Background: an optimization exercise with open tools, aiming at small area and few clock cycles. Do not read the settings as production practice. The RTL of this run was laid out without a check of its function. Power is estimated from default activity; no workload was simulated.

==> design.v <==
module aisp_seq (
    input  wire        clk,
    input  wire        rst,
    input  wire        rx_valid,
    input  wire [7:0]  rx_data,
    output wire        rx_ready,
    output wire        tx_valid,
    output wire [7:0]  tx_data,
    input  wire        tx_ready,
    output wire        xfer_valid,
    output wire [31:0] xfer_data,
    input  wire        xfer_ready,
    input  wire        xfer_rvalid,
    input  wire [7:0]  xfer_rdata,
    output wire        settle_valid,
    input  wire        settle_ready,
    output wire        rst_on,
    output wire        spi_own,
    output wire        err,
    output wire        errind
);
    localparam [7:0] CRC_EOP     = 8'h20;
    localparam [7:0] STK_OK      = 8'h10;
    localparam [7:0] STK_FAILED  = 8'h11;
    localparam [7:0] STK_UNKNOWN = 8'h12;
    localparam [7:0] STK_INSYNC  = 8'h14;
    localparam [7:0] STK_NOSYNC  = 8'h15;
    localparam [7:0] TAG_FLASH   = 8'h46;
    localparam [7:0] TAG_EEPROM  = 8'h45;
    localparam INSBITS = 6;             
    localparam TAPBITS = 2;             
    localparam NTAP    = 256 >> TAPBITS;
    localparam [3:0]
        C_SIGN = 4'd0,  C_IDENT = 4'd1,  C_GETP = 4'd2,  C_SETDEV = 4'd3,
        C_SETEXT = 4'd4, C_ENTER = 4'd5, C_LEAVE = 4'd6, C_SETADDR = 4'd7,
        C_UNIV = 4'd8,  C_LOADL = 4'd9,  C_PROG = 4'd10, C_READ = 4'd11,
        C_SIGRD = 4'd12, C_UNK = 4'd13, C_PERR = 4'd14, C_PBAD = 4'd15;
    localparam [3:0]
        S_OP   = 4'd0,    
        S_PARAM= 4'd1,    
        S_PAY  = 4'd2,    
        S_EOP  = 4'd3,    
        S_P14  = 4'd4,    
        S_EXEC = 4'd5,    
        S_F11  = 4'd6,    
        S_BAD  = 4'd7,    
        S_FIN  = 4'd8,    
        S_ID   = 4'd9,    
        S_FW   = 4'd10,   
        S_EW   = 4'd11,   
        S_FR   = 4'd12,   
        S_ER   = 4'd13,   
        S_SG   = 4'd14,   
        S_SGT  = 4'd15;   
    reg [3:0]  state;
    reg [3:0]  cmd;
    reg [4:0]  cnt;
    reg        isee;           
    reg        pmode_r, err_r, errind_r;
    reg [15:0] addr;
    reg [8:0]  fb, eb;         
    reg [15:0] rem;
    reg        ph, first, bnd;
    reg [31:0] xw;             
    reg        xv, outst;
    reg        sv;
    reg        txv;
    reg [7:0]  txd;
    reg [7:0]  rdata;
    reg        rdv;
    reg [7:0]  ring [0:255];
    reg [7:0]  hp;             
    reg [7:0]  rp;             
    reg [7:0]  nb;
    reg        nbv;
    function [7:0] ident_char;
        input [2:0] i;
        case (i)
            3'd0: ident_char = "A";
            3'd1: ident_char = "V";
            3'd2: ident_char = "R";
            3'd3: ident_char = " ";
            3'd4: ident_char = "I";
            3'd5: ident_char = "S";
            default: ident_char = "P";
        endcase
    endfunction
    function [7:0] param_value;
        input [7:0] sel;
        case (sel)
            8'h80:   param_value = 8'h02;
            8'h81:   param_value = 8'h01;
            8'h82:   param_value = 8'h12;
            8'h93:   param_value = 8'h53;
            default: param_value = 8'h00;
        endcase
    endfunction
    function [12:0] decode;
        input [7:0] op;
        case (op)
            8'h30: decode = {S_EOP,   C_SIGN,    5'd0};
            8'h31: decode = {S_EOP,   C_IDENT,   5'd0};
            8'h41: decode = {S_PARAM, C_GETP,    5'd1};
            8'h42: decode = {S_PARAM, C_SETDEV,  5'd20};
            8'h45: decode = {S_PARAM, C_SETEXT,  5'd5};
            8'h50: decode = {S_EOP,   C_ENTER,   5'd0};
            8'h51: decode = {S_EOP,   C_LEAVE,   5'd0};
            8'h55: decode = {S_PARAM, C_SETADDR, 5'd2};
            8'h56: decode = {S_PARAM, C_UNIV,    5'd4};
            8'h60: decode = {S_PARAM, C_LOADL,   5'd2};
            8'h61: decode = {S_PARAM, C_LOADL,   5'd1};
            8'h64: decode = {S_PARAM, C_PROG,    5'd3};
            8'h74: decode = {S_PARAM, C_READ,    5'd3};
            8'h75: decode = {S_EOP,   C_SIGRD,   5'd0};
            8'h20: decode = {S_BAD,   C_UNK,     5'd0};
            default: decode = {S_EOP, C_UNK,     5'd0};
        endcase
    endfunction
    wire tx_free = !txv || tx_ready;
    wire ring_wr = (state == S_PAY) && rx_valid && (hp[INSBITS-1:0] == 0);
    wire exec_fin = (state == S_EXEC) && tx_free &&
                    (cmd == C_SIGN || cmd == C_SETDEV || cmd == C_SETEXT ||
                     cmd == C_LEAVE || cmd == C_SETADDR || cmd == C_LOADL ||
                     cmd == C_UNK || (cmd == C_ENTER && pmode_r));
    wire fin_fin  = (state == S_FIN) && tx_free && !xv && !outst && !rdv && !sv;
    wire take_op  = (state == S_OP) || exec_fin || fin_fin;
    assign rx_ready = take_op || (state == S_PARAM) ||
                      ((state == S_PAY) && (hp[INSBITS-1:0] == 0)) ||
                      ((state == S_EOP) && tx_free);
    wire rx_fire = rx_valid && rx_ready;
    assign tx_valid     = txv;
    assign tx_data      = txd;
    assign xfer_valid   = xv;
    assign xfer_data    = xw;
    assign settle_valid = sv;
    assign rst_on       = pmode_r;
    assign spi_own      = pmode_r;
    assign err          = err_r;
    assign errind       = errind_r;
    integer k;
    always @(posedge clk) begin
        for (k = 1; k < 256; k = k + 1)
            if ((k % (1 << INSBITS)) == 0 && ring_wr && hp == k)
                ring[k] <= rx_data;
            else
                ring[k] <= ring[k-1];
        ring[0] <= (ring_wr && hp == 8'd0) ? rx_data : ring[255];
    end
    wire [7:0] taps [0:NTAP-1];
    genvar g;
    generate for (g = 0; g < NTAP; g = g + 1) begin : tp
        assign taps[g] = ring[g << TAPBITS];
    end endgenerate
    wire       aligned = (rp[TAPBITS-1:0] == 0);
    wire [7:0] tap     = taps[rp[7:TAPBITS]];
    wire       rd_on   = (state == S_FW) || (state == S_EW);
    wire       bav     = nbv || aligned;
    wire [7:0] bval    = nbv ? nb : tap;
    reg        consume;
    wire       take    = rd_on && aligned && (!nbv || consume);
    wire tfree = !xv && (!outst || xfer_rvalid);
    wire dresp = outst && xfer_rvalid && (state == S_FR || state == S_ER ||
                                          (state == S_FIN && cmd == C_UNIV));
    wire direct = tx_free && !rdv;    
    wire [7:0]  mask_lo = {1'b1, !fb[8], !(fb[8] | fb[7]), !(fb[8] | fb[7] | fb[6]), 4'b0000};
    wire [15:0] cpa     = first ? addr : xw[23:8];
    wire [15:0] cpage   = {cpa[15:8], cpa[7:0] & mask_lo};
    wire [15:0] ea      = first ? {addr[14:0], 1'b0} : xw[23:8] + 16'd1;
    wire [15:0] rem2    = (rem[15:1] == 15'd0) ? 16'd0 : rem - 16'd2;
    wire [12:0] dec = decode(rx_data);
    always @(*) begin
        consume = 1'b0;
        if (tfree && bav) begin
            if (state == S_FW)
                consume = ph || (rem != 16'd0 && !bnd);
            else if (state == S_EW)
                consume = (rem != 16'd0) && !outst && (!sv || settle_ready);
        end
    end
    always @(posedge clk) begin
        rp <= rp + 8'd1 - {7'd0, take};
        if (take && !(consume && !nbv))
            nb <= tap;
        if (rd_on) begin
            if (take) nbv <= nbv || !consume;
            else if (consume) nbv <= 1'b0;
        end else
            nbv <= 1'b0;
        if (state == S_PAY) begin
            if (!ring_wr) hp <= hp + 8'd1;
        end else
            hp <= 8'd0;
        if (ring_wr && first)
            rp <= hp;
        if (xfer_rvalid)
            rdata <= xfer_rdata;
    end
    always @(posedge clk) begin
        if (rst) begin
            state    <= S_OP;
            pmode_r  <= 1'b0;
            err_r    <= 1'b0;
            errind_r <= 1'b0;
            xv       <= 1'b0;
            outst    <= 1'b0;
            sv       <= 1'b0;
            txv      <= 1'b0;
            rdv      <= 1'b0;
        end else begin
            errind_r <= 1'b0;
            if (tx_ready) txv <= 1'b0;
            if (xv && xfer_ready) begin xv <= 1'b0; outst <= 1'b1; end
            if (outst && xfer_rvalid) outst <= 1'b0;
            if (sv && settle_ready) sv <= 1'b0;
            if (dresp) begin
                if (direct) begin txv <= 1'b1; txd <= xfer_rdata; end
                else rdv <= 1'b1;
            end else if (rdv && tx_free) begin
                txv <= 1'b1; txd <= rdata; rdv <= 1'b0;
            end
            if (exec_fin || fin_fin) begin
                txv <= 1'b1;
                txd <= (cmd == C_UNK) ? STK_UNKNOWN : STK_OK;
            end
            case (state)
            S_PARAM: if (rx_fire) begin
                if (!(cmd == C_SETDEV && cnt <= 5'd4))
                    xw <= {xw[23:0], rx_data};
                cnt <= cnt - 5'd1;
                first <= 1'b1;
                if (cnt == 5'd1) begin
                    if (cmd == C_LOADL)
                        state <= S_P14;
                    else if (cmd == C_PROG) begin
                        isee <= (rx_data != TAG_FLASH);
                        rem  <= xw[15:0];
                        if (rx_data == TAG_FLASH) begin
                            if (xw[15:0] > {7'd0, fb}) begin
                                cmd <= C_PERR; state <= S_F11;
                            end else if (xw[15:0] == 16'd0)
                                state <= S_EOP;
                            else
                                state <= S_PAY;
                        end else if (rx_data == TAG_EEPROM) begin
                            if (xw[15:0] > {7'd0, eb}) begin
                                cmd <= C_PERR; state <= S_F11;
                            end else if (xw[15:0] == 16'd0)
                                state <= S_EOP;
                            else
                                state <= S_PAY;
                        end else begin
                            cmd <= C_PBAD; state <= S_F11;
                        end
                    end else
                        state <= S_EOP;
                end
            end
            S_PAY: if (rx_fire) begin
                first <= 1'b0;
                rem <= rem - 16'd1;
                if (rem == 16'd1) state <= S_EOP;
            end
            S_EOP: if (rx_fire) begin
                txv <= 1'b1;
                if (rx_data != CRC_EOP) begin
                    err_r <= 1'b1;
                    txd   <= STK_NOSYNC;
                    state <= S_OP;
                end else begin
                    txd   <= STK_INSYNC;
                    state <= S_EXEC;
                end
            end
            S_P14: if (tx_free) begin
                txv <= 1'b1; txd <= STK_INSYNC; state <= S_EXEC;
            end
            S_F11: if (tx_free) begin
                txv <= 1'b1; txd <= STK_FAILED; state <= S_OP;
                if (cmd == C_PERR) err_r <= 1'b1;
            end
            S_BAD: if (tx_free) begin
                txv <= 1'b1; txd <= STK_NOSYNC; state <= S_OP;
                err_r <= 1'b1;
            end
            S_EXEC: if (tx_free) begin
                first <= 1'b1;
                ph    <= 1'b0;
                bnd   <= 1'b0;
                cnt   <= 5'd0;
                case (cmd)
                    C_SIGN:    err_r <= 1'b0;
                    C_LEAVE:   begin err_r <= 1'b0; pmode_r <= 1'b0; end
                    C_SETADDR: addr <= {xw[7:0], xw[15:8]};
                    C_SETDEV:  begin
                        fb <= (xw[31:16] > 16'd256) ? 9'd256 : xw[24:16];
                        eb <= (xw[15:0]  > 16'd256) ? 9'd256 : xw[8:0];
                    end
                    C_ENTER: if (pmode_r)
                        errind_r <= 1'b1;
                    else begin
                        pmode_r <= 1'b1;
                        xv <= 1'b1; xw <= 32'hAC53_0000;
                        state <= S_FIN;
                    end
                    C_IDENT: state <= S_ID;
                    C_GETP: begin
                        txv <= 1'b1; txd <= param_value(xw[7:0]);
                        state <= S_FIN;
                    end
                    C_UNIV: begin
                        xv <= 1'b1;
                        state <= S_FIN;
                    end
                    C_SIGRD: begin
                        xv <= 1'b1; xw <= 32'h3000_0000;
                        state <= S_SG;
                    end
                    C_PROG: begin
                        rem   <= xw[23:8];
                        state <= isee ? S_EW : S_FW;
                    end
                    C_READ: begin
                        rem <= xw[23:8];
                        if (xw[7:0] == TAG_FLASH)
                            state <= S_FR;
                        else if (xw[7:0] == TAG_EEPROM)
                            state <= S_ER;
                        else begin
                            txv <= 1'b1; txd <= STK_FAILED; state <= S_OP;
                        end
                    end
                    default: ;
                endcase
            end
            S_ID: if (tx_free) begin
                txv <= 1'b1; txd <= ident_char(cnt[2:0]);
                cnt <= cnt + 5'd1;
                if (cnt[2:0] == 3'd6) state <= S_FIN;
            end
            S_FW: if (tfree) begin
                if (!ph) begin
                    if (rem == 16'd0) begin
                        xv <= 1'b1; xw <= {8'h4C, cpage, 8'h00};
                        state <= S_FIN;
                    end else if (bnd) begin
                        xv <= 1'b1; xw <= {8'h4C, cpage, 8'h00};
                        bnd <= 1'b0;
                    end else if (bav) begin
                        xv <= 1'b1; xw <= {8'h40, addr, bval};
                        ph <= 1'b1; first <= 1'b0;
                    end
                end else if (bav) begin
                    xv <= 1'b1; xw <= {8'h48, addr, bval};
                    ph <= 1'b0;
                    addr <= addr + 16'd1;
                    rem <= rem2;
                    bnd <= &(addr[7:0] | mask_lo);
                end
            end
            S_EW: if (tfree && !outst && (!sv || settle_ready)) begin
                if (rem == 16'd0)
                    state <= S_FIN;
                else if (bav) begin
                    xv <= 1'b1; xw <= {8'hC0, ea, bval};
                    rem <= rem - 16'd1; first <= 1'b0;
                end
            end else if (outst && xfer_rvalid)
                sv <= 1'b1;
            S_FR: if (tfree && (outst ? direct : !rdv)) begin
                if (!ph) begin
                    if (rem == 16'd0)
                        state <= S_FIN;
                    else begin
                        xv <= 1'b1; xw <= {8'h20, addr, 8'h00};
                        ph <= 1'b1;
                    end
                end else begin
                    xv <= 1'b1; xw <= {8'h28, addr, 8'h00};
                    ph <= 1'b0;
                    addr <= addr + 16'd1;
                    rem <= rem2;
                end
            end
            S_ER: if (tfree && (outst ? direct : !rdv)) begin
                if (rem == 16'd0)
                    state <= S_FIN;
                else begin
                    xv <= 1'b1; xw <= {8'hA0, ea, 8'hFF};
                    rem <= rem - 16'd1; first <= 1'b0;
                end
            end
            S_SG: begin
                if (cnt[1:0] == 2'd2 && xv && xfer_ready)
                    xw[7:0] <= rdata;
                if (outst && xfer_rvalid) begin
                    cnt <= cnt + 5'd1;
                    if (cnt[1:0] == 2'd0) begin
                        txd <= xfer_rdata;
                        xv <= 1'b1; xw <= 32'h3000_0100;
                    end else if (cnt[1:0] == 2'd1) begin
                        xv <= 1'b1; xw <= 32'h3000_0200;
                    end else begin
                        txv <= 1'b1;
                        state <= S_SGT;
                    end
                end
            end
            S_SGT: if (tx_free) begin
                txv <= 1'b1;
                cnt <= cnt + 5'd1;
                if (cnt[1:0] == 2'd3) begin
                    txd <= xw[7:0];
                end else begin
                    txd <= rdata;
                    state <= S_FIN;
                end
            end
            default: ;
            endcase
            if (take_op && rx_valid) begin
                {state, cmd, cnt} <= dec;
            end else if (take_op) begin
                state <= S_OP;
            end
        end
    end
endmodule
==> run.sh <==
#!/bin/bash
# synth_recipe.tcl (not shown) runs the flow's synth.tcl, then flattens the netlist and writes it again
# the make line also repeats each setting of config.mk as NAME=value (left out here)
make -C /OpenROAD-flow-scripts/flow DESIGN_CONFIG=/design/flow/config.mk WORK_HOME=/design/flow/orfs CLKGATE_MAP_FILE= SYNTH_SCRIPT=/design/flow/synth_recipe.tcl finish
==> config.mk <==
export PLATFORM = sky130hd
export DESIGN_NAME = aisp_seq
export DESIGN_NICKNAME = aisp_seq
export VERILOG_FILES = /design/flow/design.v
export SDC_FILE = /design/flow/constraint.sdc
export NUM_CORES = 4
export LEC_CHECK = 0
export CAP_MARGIN = 20
export CORE_MARGIN = 2
export CORE_UTILIZATION = 30
export PLACE_DENSITY = 0.5
export SLEW_MARGIN = 20
==> constraint.sdc <==
create_clock -name core_clock -period 8.0 [get_ports {clk}]
set_input_delay 1.6000 -clock core_clock [delete_from_list [all_inputs] [get_ports {clk}]]
set_output_delay 1.6000 -clock core_clock [all_outputs]
set_load 0.01 [all_outputs]
==> metrics.yaml <==
clock_tree:
  root_buffer: "clkbuf_16"
  post_cts_buffers: 0
  cts_hold_buf: 0
  clk_pin_slew_ps: 60
  cts_resized: 0
  cts_tree: "done"
  cts.path.max_buffers: 3
  cts_buffers: 192
  h-tree-depth: 4
  clkSinkCount: 2196
  clock_latency_ps: 820
place:
  io_buffers: 70
  dp_hpwl_um: 109000
  gp_congestion: 0.913
power_and_ir_drop:
  power.share.switching_pct: 25.7
  leakage_nw: 25.5
  p_sw_mw: 6.00
  internal_power_mw: 17.3
  combPwrFrac_pct: 10.3
  clkPwrFrac_pct: 39.8
  ir_drop_mv: 0.249
  p_per_area_nw_per_um2: 350
  seq_power_share_pct: 49.9
timing:
  fin_crit_sh_pct: 70.7
  worst_slew_pin_slew_ps: 1270
  max_freq_mhz: 177
  slew_viol_final: 0
  whs_ps: 285
  slew_headroom_pct: 15.6
  grt_setup_unrepaired: "false"
  setup_viol: 0
  finalCriticalPeriod_ps: 5650
  hold_violations: 0
  fin_skew_ps: 71.1
  tns_ps: 0
outcome:
  status: "complete, no violations"
synth:
  synth.most_common_cell: "dfxtp_1"
  netlist_area_um2: 56400
  syn_nets: 4056
  syn_avg_cell_area_um2: 14.2
  synthCells: 3979
  ys_types: 84
  yosysSeqAreaShare_pct: 80.0
  yosysTopAreaCell: "dfxtp_1"
  synth_area_leaders: "dfxtp_1 74%, edfxtp_1 6.3%, a22oi_1 1.8%"
  ys_warn_count: 2
  synthTopCellsByCount: "2077 x dfxtp_1, 156 x nand2_1, 149 x clkbuf_1"
  ys_seq_elements: 2196
  async_flop_share_pct: 0
  synth_ff_type: "dfxtp_1"
  yosysTopAreaCellShare_pct: 73.7
  synth_edf_count: 119
die:
  rows: 159
  chipHeight_um: 438
  dieWidth_um: 438
  core-area_um2: 187000
  die_area_um2: 192000
  io_pins: 71
  start_util_pct: 30.1
grt:
  grt_pass1_wl_um: 224000
  grtUsageTotal_pct: 16.3
  antenna_found_initial: 9
  grt_pass1_vias: 30100
  grt_overflow: 0
  grt_max_degree: 43
finish:
  nets: 4210
  layout-drive-gt1-share_pct: 9.98
  regArea_um2: 45200
  multi_input_area_um2: 10400
  syn_to_final_growth_pct: 18.0
  fillers: 18100
critical_path:
  worstPathArrival_ps: 4050
  crit_chain: "clkdlybuf4s50_1, nand2b_1, buf_4, a221oi_1, o221ai_1, clkdlybuf4s50_1"
  crit_family: "buffers and inverters"
  crit_buf_inv: 3
  required_ps: 6400
  worstSetupStartpointType: "input port"
  endpoint_kind: "output port"
  slowest_delay_ps: 670
  regToRegSetupSlack_ps: 3200
  cp_common_cell: "clkdlybuf4s50_1"
  crit_type: "input port to output port"
  slowest_stage: "clkdlybuf4s50_1"
  crit_fanout: 27
routing:
  routed_wl_um: 160000
  antenna_left: 0
  drt_iter0_drc: 3092
  vias: 31500
  wl_per_cell_um: 23.6
  dr.pass1.iters: 8
  viasPerCell: 4.64
  drc: 0
job:
  maxCapViolations: 0
worst_hold_path:
  holdCritPathClass: "flip-flop to flip-flop"
==> worst paths after layout <==
kind,from,endpoint,depth (start not counted)
max reg2reg,rp[2],xw[0],9
max,tx_ready,rx_ready,6
min,ring[169][6],ring[170][6],0
min reg2reg,ring[169][6],ring[170][6],0
==> cell families after synthesis <==
group | count (synthesis) | share of synthesized area (%)
multiplexers | 56 | 1.07
buffers and inverters | 247 | 1.70
XOR/XNOR | 53 | 0.822
AND/OR/NAND/NOR | 675 | 6.20
AO/OA/AOI/OAI | 697 | 9.00
adder cells (fa/ha/maj) | 55 | 1.21
flip-flops | 2196 | 80.0
==> stage by stage <==
stage          utilization, %  instance area, µm²  instances  setup slack (ps)  power [mW]
2_1_floorplan               -               56400       3979              3580        13.1
5_1_grt                  35.6               66600       6782              2290        24.1
4_1_cts                  35.5               66600       6782              2420        23.5
6_report                 35.6               66600       6784              2350        23.3
3_3_place_gp             32.1               60100       6434              2470        14.2
3_5_place_dp             32.1               60100       6434              2440        14.2
==> metal layers <==
layer / global-route usage (%) / wire, µm / vias to the layer above
met5: 0 / 26 / -
met1: 22.0 / 71200 / 15500
met4: 6.95 / 6720 / 4
li1: - / - / 14300
met3: 3.51 / 11400 / 358
met2: 25.4 / 70800 / 1295
==> power by group through the flow <==
stage | registers, mW | logic [mW] | clock network [mW]
2_1_floorplan | 11.8 | 1.39 | 0
3_3_place_gp | 11.9 | 2.34 | 0
3_5_place_dp | 11.9 | 2.36 | 0
4_1_cts | 11.6 | 2.37 | 9.48
5_1_grt | 11.7 | 2.53 | 9.94
6_report | 11.6 | 2.41 | 9.29
==> cell usage in the layout (no fill, tap or decap), types with 20 or more instances in the layout <==
| cell | n |
|---|---|
| clkbuf_16 | 196 |
| mux2_2 | 35 |
| clkbuf_1 | 51 |
| nand2_1 | 155 |
| clkdlybuf4s50_1 | 70 |
| a22oi_1 | 139 |
| o21ai_0 | 112 |
| xor2_1 | 22 |
| a221oi_1 | 63 |
| clkbuf_8 | 27 |
| buf_4 | 66 |
| a222oi_1 | 24 |
| a31oi_1 | 20 |
| clkinv_2 | 30 |
| edfxtp_1 | 119 |
| nor4_1 | 26 |
| nand4_1 | 51 |
| ha_1 | 54 |
| inv_1 | 69 |
| xnor2_1 | 31 |
| o22ai_1 | 23 |
| mux2i_1 | 21 |
| nor3_1 | 40 |
| a22o_1 | 54 |
| and3_1 | 81 |
| and2_1 | 23 |
| nor2_1 | 130 |
| nand3_1 | 61 |
| dfxtp_1 | 2077 |
| a21oi_1 | 95 |
==> cell type report <==
cell class | instances | area share [%]
sequential | 2196 | 67.8
multi-input combinational | 1536 | 15.6
clock buffer | 274 | 8.21
tap | 2495 | 4.69
timing repair buffer | 136 | 1.80
clock inverter | 74 | 1.57
inverter | 71 | 0.400
antenna | 2 | 0.00751
==> registers in the layout, summed over array words and instances (netlist names), 4 cells and up <==
name / flops
ring: 2048
state: 4
cnt: 5
rem: 16
rp: 8
hp: 8
rdata: 8
xw: 32
fb: 9
cmd: 4
eb: 9
addr: 16
txd: 8
nb: 8

what the ideal ports hide:
The flow's constraints put no driver on any port. The routed layout listed below was extracted and timed again, unchanged, in two steps. Step 1 (the two cells are an assumption about what drives the block):
set clk [get_ports {clk}]
set_driving_cell -lib_cell sky130_fd_sc_hd__clkbuf_16 $clk
set_driving_cell -lib_cell sky130_fd_sc_hd__buf_2 [delete_from_list [all_inputs] $clk]
Step 2 adds t to the input delays and takes it off the output delays; t is the mean of the earliest and latest rising clock arrival at the registers after step 1. Input paths then give back, and output paths get back, about the clock's delay inside the block. Three values: ideal, step 1, step 2; two values: the first two.
t (ns): 0.873
setup WS [ns]: 2.346 / 2.313 / 2.313
worst hold slack (ns): 0.285 / 0.285 / 0.285
latest minus earliest clock arrival (ns): 0.079 / 0.079
worst slew at a driven data input, ns: 0.05
After both steps setup and hold are still met in this run. For this run, drivers alone change the setup slack by -0.033 ns; drivers and shift together by -0.033 ns.
